Source: an optimization exercise on an open RTL-to-GDS flow (aim: small area, a short achievable clock period and few clock cycles). Production flows keep margins and buffers that such runs may drop. The RTL was checked by simulation tests, not by an equivalence proof against the original design. No activity file was given, so power comes from the tool's default toggle rates.

Design ledgrid_sync, start of the top module:
module ledgrid_sync (
    input  wire        clk,
    input  wire        rst,
    input  wire        sel_n,
    input  wire        rx_valid,
    input  wire [7:0]  rx_data,
    output wire        render_req,
    output wire [7:0]  render_bright,
    input  wire [4:0]  pix_addr,
    output wire [23:0] pix_data,
    input  wire        render_done,
    input  wire [31:0] render_dur,
    output wire        busy,
    output reg         status,
    output reg         debug,
    output reg  [31:0] txn_count,
    output reg  [31:0] frame_count,
    output reg  [31:0] malformed_count,
    output reg  [31:0] zpay_count,
    output reg  [31:0] last_render_dur
);
For scale: about 51000 sq um of cells after synthesis.
==> flow/config.mk <==
export PLATFORM = sky130hd
export DESIGN_NAME = ledgrid_sync
export DESIGN_NICKNAME = ledgrid_sync
export VERILOG_FILES = /design/flow/design.v
export SDC_FILE = /design/flow/constraint.sdc
export NUM_CORES = 4
export LEC_CHECK = 0
export CAP_MARGIN = 20
export CORE_MARGIN = 2
export CORE_UTILIZATION = 60
export SETUP_SLACK_MARGIN = 5
export SLEW_MARGIN = 20
export SYNTH_HIERARCHICAL = 1
export SYNTH_MINIMUM_KEEP_SIZE = 0
==> flow/constraint.sdc <==
create_clock -name core_clock -period 12.0 [get_ports {clk}]
set_input_delay 2.4000 -clock core_clock [delete_from_list [all_inputs] [get_ports {clk}]]
set_output_delay 2.4000 -clock core_clock [all_outputs]
set_load 0.01 [all_outputs]
standard.sh (not shown) runs the stock make flow with config.mk's settings and CLKGATE_MAP_FILE= SYNTH_SCRIPT=/design/flow/synth_recipe.tcl, a recipe that flattens the netlist after the stock synthesis.
==> flow/flow/run.sh <==
#!/bin/bash
# Own layout flow: the standard ORFS flow (standard.sh), with two changes to
# how the layout is made:
#  - the port buffers are plain sky130_fd_sc_hd__buf_1 cells (the resizer still
#    upsizes them where timing needs it) instead of the delay-cell buffers
#    buffer_ports picks by default;
#  - clock tree synthesis clusters up to 25 sinks per leaf buffer and inserts no
#    dummy loads.
# make's full output goes to flow_make.log in the work folder; ORFS keeps each
# step's own log under orfs/logs.
set -euo pipefail
bash standard.sh \
  "BUFFER_PORTS_ARGS=-buffer_cell sky130_fd_sc_hd__buf_1" \
  "CTS_ARGS=-sink_clustering_enable -repair_clock_nets -sink_clustering_size 25 -sink_clustering_max_diameter 100 -dont_use_dummy_load" \
  "SETUP_SLACK_MARGIN=5.9" \
  finish > flow_make.log 2>&1
Testbench counts at the start, summed over its fixed seeds: cycles 21,798.
==> next run, changes <==
--- a/flow/flow/run.sh
+++ b/flow/flow/run.sh
@@ -15 +15 @@
-  "SETUP_SLACK_MARGIN=5.9" \
+  "SETUP_SLACK_MARGIN=5.8" \
CORE_UTILIZATION = 65   (was 60)
- The new run finished with timing, DRC and antenna clean
- synthesized cell count stays the same
- die area drops by 7.6%
- total power is about the same
- global-route usage goes up by 3.3 points
- maximum frequency fell by 1.3%
- final cell count drops by 1.7%
- wire length goes up by 1.4%
- final area stays flat
- core utilization goes up by 5.6 points
==> next run, changes <==
CORE_UTILIZATION = 60   (was 65)
GPL_TIMING_DRIVEN = 0   (was default)
What happened: The new run completed with no timing, DRC or antenna violations; setup slack is better by 0.13 ns; synthesized area is unchanged; design area came out higher by 0.82%.

* * *

Setup of the reference run:
Starting RTL as in the previous note.
==> flow/config.mk <==
export PLATFORM = sky130hd
export DESIGN_NAME = ledgrid_sync
export DESIGN_NICKNAME = ledgrid_sync
export VERILOG_FILES = /design/flow/design.v
export SDC_FILE = /design/flow/constraint.sdc
export NUM_CORES = 4
export LEC_CHECK = 0
export CAP_MARGIN = 20
export CORE_MARGIN = 2
export CORE_UTILIZATION = 60
export SETUP_SLACK_MARGIN = 5
export SLEW_MARGIN = 20
export SYNTH_HIERARCHICAL = 1
export SYNTH_MINIMUM_KEEP_SIZE = 0
export TNS_END_PERCENT = 5
==> flow/constraint.sdc <==
create_clock -name core_clock -period 12.0 [get_ports {clk}]
set_input_delay 2.4000 -clock core_clock [delete_from_list [all_inputs] [get_ports {clk}]]
set_output_delay 2.4000 -clock core_clock [all_outputs]
set_load 0.01 [all_outputs]
==> flow/flow/run.sh <==
#!/bin/bash
# Own layout flow: the standard ORFS flow (standard.sh), with two changes to
# how the layout is made:
#  - the port buffers are plain sky130_fd_sc_hd__buf_1 cells (the resizer still
#    upsizes them where timing needs it) instead of the delay-cell buffers
#    buffer_ports picks by default;
#  - clock tree synthesis clusters up to 25 sinks per leaf buffer and inserts no
#    dummy loads.
# make's full output goes to flow_make.log in the work folder; ORFS keeps each
# step's own log under orfs/logs.
set -euo pipefail
bash standard.sh \
  "BUFFER_PORTS_ARGS=-buffer_cell sky130_fd_sc_hd__buf_1" \
  "CTS_ARGS=-sink_clustering_enable -repair_clock_nets -sink_clustering_size 25 -sink_clustering_max_diameter 100 -dont_use_dummy_load" \
  "SETUP_SLACK_MARGIN=6.5" \
  finish > flow_make.log 2>&1
Testbench counts of the reference run, summed over its fixed seeds: cycles 21,798.
## Diff of input files: the trial run against the reference run
Settings: removing TNS_END_PERCENT (formerly 5).
--- a/flow/flow/run.sh
+++ b/flow/flow/run.sh
@@ -13,4 +13,4 @@
   "BUFFER_PORTS_ARGS=-buffer_cell sky130_fd_sc_hd__buf_1" \
   "CTS_ARGS=-sink_clustering_enable -repair_clock_nets -sink_clustering_size 25 -sink_clustering_max_diameter 100 -dont_use_dummy_load" \
-  "SETUP_SLACK_MARGIN=6.5" \
+  "SETUP_SLACK_MARGIN=5.2" \
   finish > flow_make.log 2>&1
## What came out
Routed wire length (lower): the trial run
The trial run | status: complete | timing, DRC, antenna: pass
On number of logic stages on the critical path including buffering: between the reference run and the trial run, it ends up higher for the reference run.
When the trial run is measured against the reference run, its achievable frequency turns out 4.2% lower.
Diff the reference run -> the trial run | placer's final routability congestion estimate | decrease of about 1.3%
On total chip power, the reference run and the trial run are neck and neck.
Sort the reference run and the trial run by worst setup slack asc -> top: the trial run
The clock group share of total power on the reference run is in line with that on the trial run.
First-pass GRT wire length (the trial run over the reference run): decrease, 3.8%

[port drivers added, routing unchanged]
In the flow no input, the clock included, has a driving cell. The finished layouts below were timed again as built, in two steps.
Step 1, drivers: a clkbuf_16 drives clk and a buf_2 each remaining input, both assumed.
Step 2 moves the port delays by t, midway between the first and last clock arrival at a register: inputs arrive t later, outputs are due t later. That takes back most of the time a late clock gives input paths.
Slacks: ideal ports / drivers / drivers and shift; pairs: ideal ports / drivers.
| run | shift t [ns] | setup slack, ns | worst setup path at the end | worst slew at a driven data input, ns | cell pins on the clock port's net |
|---|---|---|---|---|---|
| the first run of note 1 | 0.693 | 5.627 / 5.489 / 5.489 | input to output | 0.14 | 1 |
| the second run of note 1 | 0.697 | 5.541 / 5.407 / 5.407 | input to output | 0.14 | 1 |
| the third run of note 1 | 0.691 | 5.676 / 5.526 / 5.526 | input to output | 0.15 | 1 |
| the reference run | 0.700 | 5.515 / 5.378 / 5.378 | input to output | 0.14 | 1 |
| the trial run | 0.689 | 5.231 / 5.182 / 5.182 | input to output | 0.13 | 1 |
After both steps setup and hold are still met in every run listed. The setup slack of the third run of note 1, which loses most, moves by -0.150 ns with the drivers and by -0.150 ns with both steps.
